This is an optimization exercise on Yosys and OpenROAD, whose aim is small area, not a production implementation.
Function not checked in this run: the RTL went through the layout flow alone.
Power and IR drop assume default switching activity.

### flow/flow/cts_args.txt
-sink_clustering_enable -repair_clock_nets -dont_use_dummy_load -sink_clustering_size 16 -sink_clustering_max_diameter 50 -buf_list {sky130_fd_sc_hd__clkbuf_8}
### flow/flow/area.abc
strash
&get -n
&deepsyn -T 60
&put
strash
&get -n
&dch -f
&nf -R 1000
&put
strash
&get -n
&deepsyn -T 60
&put
strash
&get -n
&dch -f
&nf -R 1000
&put
### flow/constraint.sdc
create_clock -name core_clock -period 15.0 [get_ports {clk}]
set_input_delay 3.0000 -clock core_clock [delete_from_list [all_inputs] [get_ports {clk}]]
set_output_delay 3.0000 -clock core_clock [all_outputs]
set_load 0.01 [all_outputs]
### flow/design.v
module speden_display (
  input  wire        clk,
  input  wire        rst,
  input  wire        cmd_valid,
  output wire        cmd_ready,
  input  wire [2:0]  cmd,
  input  wire [15:0] score,
  input  wire        high_score,
  output reg  [5:0]  src_addr,
  input  wire [7:0]  src_data,
  output wire        done,
  output wire [1:0]  status,
  output reg         ovf,
  output reg         irq_hold,
  output wire        sdi,
  output wire        sck,
  output wire        rck,
  output wire        clr,
  output wire        oe
);
  localparam [3:0] S_IDLE = 4'b1101, S_DOK = 4'b1100, S_DNI = 4'b1110,
                   S_DBAD = 4'b1111,
                   S_DD = 4'd2, S_REF = 4'd8, S_LAT = 4'd6, S_ENC = 4'd1, S_ENQ = 4'd5, S_PF = 4'd4, S_PM = 4'd10, S_ENC3 = 4'd9;
  reg [3:0]   state;
  reg         initd;
  reg         armed;
  reg [111:0] mr;
  reg [3:0]   mph;
  reg [4:0]   prog;         
  reg [4:0]   rem;          
  reg         scr;
  reg [19:0]  qr;
  reg [4:0]   qp;
  reg [4:0]   nq;           
  reg [2:0]   ic;           
  reg         pfc;          
  reg [15:0]  dg;           
  reg [5:0]   sc;           
  reg [2:0]   kc;           
  reg [6:0]   dat;          
  reg [3:0]   r;
  reg [1:0]   pe;           
  wire ready  = state[3] & state[2];
  wire ok     = initd || (cmd == 3'd0);
  assign cmd_ready = ready;
  assign done      = ready & (state[1] | ~state[0]);
  assign status    = state[1:0];
  assign clr       = initd;
  assign oe        = ~initd;
  assign sck       = (state == S_REF) && mph[0] && (r[2:1] != 2'b11);
  assign rck       = (state == S_LAT);
  function [7:0] seg_lut(input [3:0] d);
    case (d)
      4'd0: seg_lut = 8'hFC;
      4'd1: seg_lut = 8'h60;
      4'd2: seg_lut = 8'hDA;
      4'd3: seg_lut = 8'hF2;
      4'd4: seg_lut = 8'h66;
      4'd5: seg_lut = 8'hB6;
      4'd6: seg_lut = 8'hBE;
      4'd7: seg_lut = 8'hE0;
      4'd8: seg_lut = 8'hFE;
      4'd9: seg_lut = 8'hF6;
      default: seg_lut = 8'h00;
    endcase
  endfunction
  wire [2:0] b = mph[3:1] | {3{state != S_REF}};
  wire z0 = (dg[15:12] == 4'd0);
  wire z1 = z0 && (dg[11:8] == 4'd0);
  wire z2 = z1 && (dg[7:4] == 4'd0);
  wire en = irq_hold && (pe == 2'd1);
  wire [7:0] ctrl = {kc == 3'd7, kc == 3'd3, kc == 3'd3, kc == 3'd2 || kc == 3'd3,
                     kc == 3'd2, kc == 3'd1, kc[2], en};
  reg [3:0] dsel;
  reg       dblank;
  reg       bit_o;
  wire [7:0] datw = {1'b0, dat};
  wire [7:0] segw = seg_lut(dsel);
  always @(*) begin
    case (r[2:0])
      3'd2:    begin dsel = dg[3:0];   dblank = 1'b0; end
      3'd3:    begin dsel = dg[7:4];   dblank = z2;   end
      3'd4:    begin dsel = dg[11:8];  dblank = z1;   end
      default: begin dsel = dg[15:12]; dblank = z0;   end
    endcase
    case (r[2:0])
      3'd0:    bit_o = datw[b];
      3'd1:    bit_o = ctrl[b];
      default: bit_o = segw[b] && !dblank;
    endcase
  end
  assign sdi = initd && bit_o;
  function [3:0] adj(input [3:0] d);
    adj = (d >= 4'd5) ? d + 4'd3 : d;
  endfunction
  wire [3:0] a0 = adj(dg[15:12]);
  wire [3:0] a1 = adj(dg[11:8]);
  wire [3:0] a2 = adj(dg[7:4]);
  wire [3:0] a3 = adj(dg[3:0]);
  wire [15:0] dd_next = {a0[2:0], a1, a2, a3, src_addr[5]};
  wire [3:0]  s_hi    = score[15:12];
  wire        s_hi10  = (s_hi >= 4'd10);
  wire [4:0]  s_hibcd = {s_hi10, s_hi10 ? s_hi - 4'd10 : s_hi};
  wire [6:0] mtap   = mr[111:105];
  wire       mvalid = !prog[4] && (rem != 5'd0);
  wire       is_e   = !mtap[6] && !mtap[5] && mtap[0];
  wire [6:0] mlow   = {7{mvalid}} & {mtap[6] | is_e, mtap[5] | is_e, mtap[4:0]};
  wire       mtop   = (mvalid && is_e) ||
                      (scr && !prog[0] && (prog <= 5'd24));
  wire       stay   = (kc[2:1] == 2'b11) && (rem[4:1] != 4'd0);
  wire       aligned   = (mph == rem[3:0]);
  wire       printable = !src_data[7] && (src_data[6] || src_data[5]);
  wire       s_zero    = (src_data == 8'h00);
  wire       s_c3      = (src_data == 8'hC3);
  wire       s_a4      = (src_data == 8'hA4);
  wire       s_b6      = (src_data == 8'hB6);
  wire       enc_end   = (rem == 5'd26 || s_zero);
  wire       mwr       = aligned && !rem[4] &&
                         ((state == S_ENC3) || ((state == S_ENC) && !(enc_end || s_c3)));
  wire [6:0] mcode     = (state == S_ENC3) ? {3'b000, s_b6, s_b6, s_b6, s_a4 | s_b6}
                            : (printable ? src_data[6:0] : 7'd0);
  wire qfull  = (nq == 5'd20);
  wire qempty = (nq == 5'd0);
  wire qwr    = (state == S_ENQ) && !qfull && (qp == nq);
  wire qdeq   = (state == S_LAT) && irq_hold && (pe == 2'd2) && !stay;
  always @(posedge clk) begin
    mr <= {mr[104:0], mwr ? mcode : mtap};
    qr <= {qr[18:0], qwr ? !pe[1] : qr[19]};
    if (rst) begin
      mph <= 4'd0;
      qp  <= 5'd0;
    end else begin
      mph <= mph + 4'd1;
      if (!qdeq) qp <= (qp == 5'd19) ? 5'd0 : qp + 5'd1;
    end
  end
  always @(posedge clk) begin
    sc <= ready ? score[5:0] : {sc[4:0], 1'b0};
  end
  always @(posedge clk) begin
    if (rst) begin
      state    <= S_IDLE;
      initd    <= 1'b0;
      ovf      <= 1'b0;
      irq_hold <= 1'b0;
    end else begin
      case (state)
        S_IDLE, S_DOK, S_DNI, S_DBAD: begin
          state    <= S_IDLE;
          src_addr <= score[11:6];
          irq_hold <= 1'b0;
          if (cmd_valid) begin
            state <= !ok ? S_DNI : (cmd[2:1] == 2'b11) ? S_DBAD : S_DOK;
            if (ok) begin
              case (cmd)
                3'd0: begin
                  dg    <= 16'h000F;
                  kc    <= 3'd0;
                  dat   <= 7'd0;
                  ic    <= 3'd0;
                  nq    <= 5'd4;
                  armed <= 1'b1;
                  ovf   <= 1'b0;
                  initd <= 1'b1;
                  r     <= 4'd6;
                end
                3'd1: begin
                  dg    <= {11'd0, s_hibcd};
                  r     <= 4'd10;
                  state <= S_DD;
                end
                3'd2: begin
                  src_addr <= 6'd0;
                  rem      <= 5'd0;
                  prog     <= 5'd0;
                  scr      <= high_score;
                  state    <= S_ENC;
                end
                3'd3: begin
                  pe    <= 2'd0;
                  state <= S_ENQ;
                end
                3'd4: begin
                  dg    <= 16'h000F;
                  state <= S_REF;
                end
                3'd5: begin
                  irq_hold <= 1'b1;
                  if (armed) state <= S_PF;
                end
                default: ;
              endcase
            end
          end
        end
        S_DD: begin
          dg <= dd_next;
          src_addr <= {src_addr[4:0], sc[5]};
          r <= r + 4'd1;
          if (r == 4'd5) state <= S_REF;
        end
        S_REF: begin
          if (mph == 4'd15) begin
            r[2:0] <= r[2:0] + 3'd1;
            if (r[2:0] == 3'd5) state <= S_LAT;
          end
        end
        S_LAT: begin
          if (!irq_hold) begin
            state <= S_DOK;
          end else if (pe == 2'd2) begin
            if (kc[2:1] == 2'b11) begin
              prog <= prog + 5'd1;
              if (rem != 5'd0) rem <= rem - 5'd1;
            end
            if (!stay) begin
              nq  <= nq - 5'd1;
              pfc <= (kc == 3'd0);
              if (!ic[2]) ic <= ic + 3'd1;
            end
            state <= S_DOK;
          end else begin
            pe    <= pe + 2'd1;
            state <= S_REF;
          end
        end
        S_ENC: begin
          if (aligned) begin
            if (enc_end) begin
              pe    <= 2'd1;
              state <= S_ENQ;
            end else begin
              if (s_c3) state <= S_ENC3;
              else      rem   <= rem + 5'd1;
              src_addr <= src_addr + 6'd1;
            end
          end
        end
        S_ENC3: begin
          if (aligned) begin
            state <= S_ENC;
            rem   <= rem + 5'd1;
            if (s_a4 || s_b6) src_addr <= src_addr + 6'd1;
          end
        end
        S_ENQ: begin
          if (qfull || qp == nq) begin
            if (qfull) begin
              ovf <= 1'b1;
            end else begin
              nq <= nq + 5'd1;
              if (pe == 2'd3 || (!pe[1] && qempty)) armed <= 1'b1;
            end
            pe <= pe + 2'd1;
            if (pe == 2'd0 || pe == 2'd3) state <= S_DOK;
          end
        end
        S_PF: begin
          if (!ic[2]) begin
            kc    <= {1'b0, ic[1:0]};
            pe    <= 2'd0;
            state <= S_REF;
          end else if (qempty) begin
            armed <= 1'b0;
            state <= S_DOK;
          end else if (qp == 5'd0) begin
            pe <= 2'd0;
            if (qr[19])   begin kc <= 3'd0; state <= S_REF; end
            else if (pfc) begin kc <= 3'd4; state <= S_REF; end
            else          state <= S_PM;
          end
        end
        S_PM: begin
          if (mph == prog[3:0]) begin
            dat   <= mlow;
            kc    <= mtop ? 3'd7 : 3'd6;
            state <= S_REF;
          end
        end
        default: state <= S_IDLE;
      endcase
    end
  end
endmodule
### flow/config.mk
export PLATFORM = sky130hd
export DESIGN_NAME = speden_display
export DESIGN_NICKNAME = speden_display
export VERILOG_FILES = /design/flow/design.v
export SDC_FILE = /design/flow/constraint.sdc
export NUM_CORES = 4
export LEC_CHECK = 0
export CAP_MARGIN = 20
export CORE_MARGIN = 2
export CORE_UTILIZATION = 70
export SLEW_MARGIN = 20
### flow/flow/remap.sh
#!/bin/bash
# remap.sh IN.v OUT.v ABC_SCRIPT
# Re-maps the combinational logic of the standard synthesis netlist for area with ABC.
# Every register instance keeps its name and cell type; only the gates between them change.
set -euo pipefail
LIB=$FLOW_HOME/platforms/sky130hd/lib/sky130_fd_sc_hd__tt_025C_1v80.lib
IN=$1; OUT=$2; ABCS=$3
DU=""
for c in $(sed -n '/^export DONT_USE_CELLS/,/^$/p' $FLOW_HOME/platforms/sky130hd/config.mk | tr -d '\\' | grep -o 'sky130_fd_sc_hd__[A-Za-z0-9_]*'); do
  DU="$DU -dont_use $c"
done
cat > remap.ys <<EOT
read_liberty -ignore_miss_func $LIB
read_verilog $IN
hierarchy -top $FLOW_TOP
setattr -mod -set keep_hierarchy 1 sky130_fd_sc_hd__df* sky130_fd_sc_hd__edf* sky130_fd_sc_hd__sdf* sky130_fd_sc_hd__sedf* sky130_fd_sc_hd__dl* sky130_fd_sc_hd__conb_1
flatten
opt_clean -purge
stat -liberty $LIB
abc -liberty $LIB $DU -script $ABCS
opt_clean -purge
hilomap -singleton -hicell sky130_fd_sc_hd__conb_1 HI -locell sky130_fd_sc_hd__conb_1 LO
splitnets
opt_clean -purge
insbuf -buf sky130_fd_sc_hd__buf_4 A X
rename -hide w:*.*
select $FLOW_TOP
stat -liberty $LIB
write_verilog -noattr -nohex -nodec -selected $OUT
EOT
Y=$FLOW_HOME/../tools/install/yosys/bin/yosys
[[ -x $Y ]] || Y=yosys
$Y -s remap.ys
### flow/flow/run.sh
#!/bin/bash
# Own layout flow: the standard synthesis, its combinational logic re-mapped for area
# (registers untouched), then the standard ORFS flow with 1x port buffers and a lighter
# clock tree. Each tool's output goes to a log file of its own in this folder.
set -euo pipefail
W=$(pwd)
R=$W/orfs/results/$FLOW_PLATFORM/speden_display/base
# 1. standard synthesis, netlist only
bash standard.sh $R/1_2_yosys.v > $W/log_1_synth.txt 2>&1
cp $R/1_2_yosys.v $W/netlist_standard.v
# 2. area re-mapping of the gates between the registers
bash flow/remap.sh $W/netlist_standard.v $W/netlist_remap.v flow/area.abc > $W/log_2_remap.txt 2>&1
cp $W/netlist_remap.v $R/1_2_yosys.v
touch $R/1_2_yosys.v
# 3. the rest of the standard flow
bash standard.sh \
  "BUFFER_PORTS_ARGS=-buffer_cell sky130_fd_sc_hd__buf_1" \
  "CTS_ARGS=$(cat flow/cts_args.txt)" \
  finish > $W/log_3_layout.txt 2>&1
test -f $W/out/final.def
### flow/standard.sh
#!/bin/bash
# synth_recipe.tcl (not shown) runs the flow's synth.tcl, then flattens the netlist and writes it again
# the make line also repeats each setting of config.mk as NAME=value (left out here)
make -C /OpenROAD-flow-scripts/flow DESIGN_CONFIG=/design/flow/config.mk WORK_HOME=/design/flow/orfs CLKGATE_MAP_FILE= SYNTH_SCRIPT=/design/flow/synth_recipe.tcl "${@:-finish}"
==> impl_results.md <==
* Outcome: complete, no violations
* Residual DRC at 0
* Worst path slowest cell: edfxtp_1
* Nets at 778
* Drt pass-1 iters at 8
* Vias per cell at 6.31
* Skew-Pair Late Insertion Delay at roughly 0.50 ns
* Clock transition at the registers of the reported paths at approximately 0.09 ns
* Critical path startpoint category: flop
* Max incr delay on CP at 0.61 ns
* GRT Util Overall at 0.293
* Setup TNS Final at 0 ns
* PD cells at between 100 and 150 nW/um^2
* RD Place Congestion at around 0.9
* Layout cells sized above 1 at 0.0309
* Final WL at roughly 17 mm
* Crit path time final at 6.31 ns
* Kind of end point of the critical path: output pin
* Grt ovf at 0
* VDD IR-drop max at 0.126 mV
* Initial antenna violation count at 0
* Vias in the first global route at ~5.3k
* CTS Buf Count at 18
* IO Pins at 48
* Initial Util at 0.723
* Max-Cap Viols at 0
* Mapped Nets at slightly above 700
* Fin. max-slew vios at 0
* Setup Fix Bufs, Post-CTS at 0
* Period utilization at 0.421
* Gate count of the mapped netlist at 685
* Rows at 37
* Fmax achieved at ~160 MHz
* Final hold vios at 0
* ANT cells at 0
* Area grow syn2layout at 7.62%
* CTS tree: done
* Post-Syn Area at between 7000 and 8000 um^2
* Global-route wire length before repair at 26.4 mm
* DIE AREA at approximately 12000 um^2
* Clock Skew at between 0.04 and 0.05 ns
* Width of the die at 107 um
* Slew @ Worst Pin at around 0.80 ns
* DR WL/cell at about 19 um
* Drt first-iter violations at between 600 and 700
* Core area at 10300 um^2
* Bufs and invs on worst path at 1
* Hold crit path type: flop to flop
* Post-route ant nets at 0
* Req. time, crit path at approximately 12 ns
* Crit-path leading delay family: compound AO/OA/AOI/OAI gates
* CTS max path bufs at 3
* H-tree Lvls at 1
* I/O Buffers at 47
* DPL Wire Length at between 10 and 15 mm
* Worst EP arrival at approximately 3.3 ns
* Worst slew margin at 0.462
* Unrepaired setup endpoints after global routing: false
* Clk root buf: clkbuf_8
* Post-CTS sizing at 0
* Die height at roughly 110 um
* Hold WS at between 0.3 and 0.4 ns
* Mapped Avg Cell Area at 10.9 um^2
* Ordered cell list for the critical path: nor2_1 > nor2b_1 > a22oi_1 > o21ai_0 > nand2_1 > a2111oi_0 > a221oi_1 > a2bb2oi_1 > o32ai_1 > o311a_1 > buf_1
* Leakage at roughly 0.0028 uW
* Worst Setup Path Type: flop to output pin
* Warnings from Yosys at 1
* Setup Viol. Count Final at 0
* Hold buffers post-CTS at 0
* Via count of the routed design at ~5.6k
* Largest net degree at the start of global routing at 29
* CP Max Fanout at 11
* Clk sinks at about 210
==> final cells by class <==
class / count / area, um^2
clock buffer: 18 / 248
multi-input combinational: 449 / 2510
tap: 136 / 170
fill: 613 / 2290
timing repair buffer: 50 / 199
sequential: 213 / 4850
inverter: 15 / 56.3
==> placed cells by master, fill, tap and decap left out, types with 14 or more instances in the layout <==
master,n
edfxtp_1,59
o21ai_0,45
clkinv_1,15
nor3_1,30
clkbuf_8,18
buf_1,47
nor2_1,89
a21oi_1,48
nand2_1,54
and2_0,14
dfxtp_1,154
xnor2_1,14
==> per-stage QoR <==
stage	instance area (um^2)	setup slack, ns	instances	power, uW	util
floorplan	7470	9.71	685	646	-
global placement	7780	9.39	863	660	0.754
detailed placement	7780	9.27	863	663	0.754
CTS	8030	8.74	881	924	0.778
global route	8040	8.39	881	950	0.779
finish	8040	8.69	881	924	0.779
==> power breakdown <==
group / internal [uW] / switching (uW)
sequential: 597 / 10.9
combinational: 15.9 / 27.3
clock: 108 / 165
==> per-layer routing <==
layer | GRT usage | routed length, um | vias to the layer above
met1 | 0.392 | 6640 | 2611
met3 | 0.0478 | 1400 | 52
li1 | - | - | 2600
met4 | 0.103 | 492 | 0
met5 | 0 | 0 | -
met2 | 0.487 | 8000 | 297
==> path summary, 6_finish.rpt <==
kind,start,end,cells after the start,slack (ns)
hold reg to reg,mr[88],mr[95],0,0.33
hold / removal,mr[88],mr[95],0,0.33
setup / recovery,r[0],sdi,11,8.69
setup reg to reg,state[3],qp[4],12,11.48
==> state kept, by name, indices dropped and copies added (netlist names), 2 cells and up <==
name	cells
qr	20
mph	4
mr	112
dat	7
rem	5
qp	5
state	4
r	4
pe	2
src_addr	6
prog	5
kc	3
sc	6
dg	16
ic	3
nq	5

==> what the ideal ports hide <==
In the flow no input, the clock included, has a driving cell. The finished layout below was timed again as built, in two steps. Step 1: set_driving_cell puts a clkbuf_16 on clk and a buf_2 on each other input, an assumption about the parent block. Step 2 also shifts input and output timing later by t, the mid clock arrival at the registers, as if the neighbouring blocks saw the same clock. Slacks: no drivers / after step 1 / after step 2; pairs: no drivers / after step 1.
t (ns): 0.507
setup slack, ns: 8.687 / 8.654 / 9.161
worst setup path after step 2: register to output
After both steps setup and hold are still met in this run. For this run, drivers alone change the setup slack by -0.033 ns; drivers and shift together by +0.474 ns.
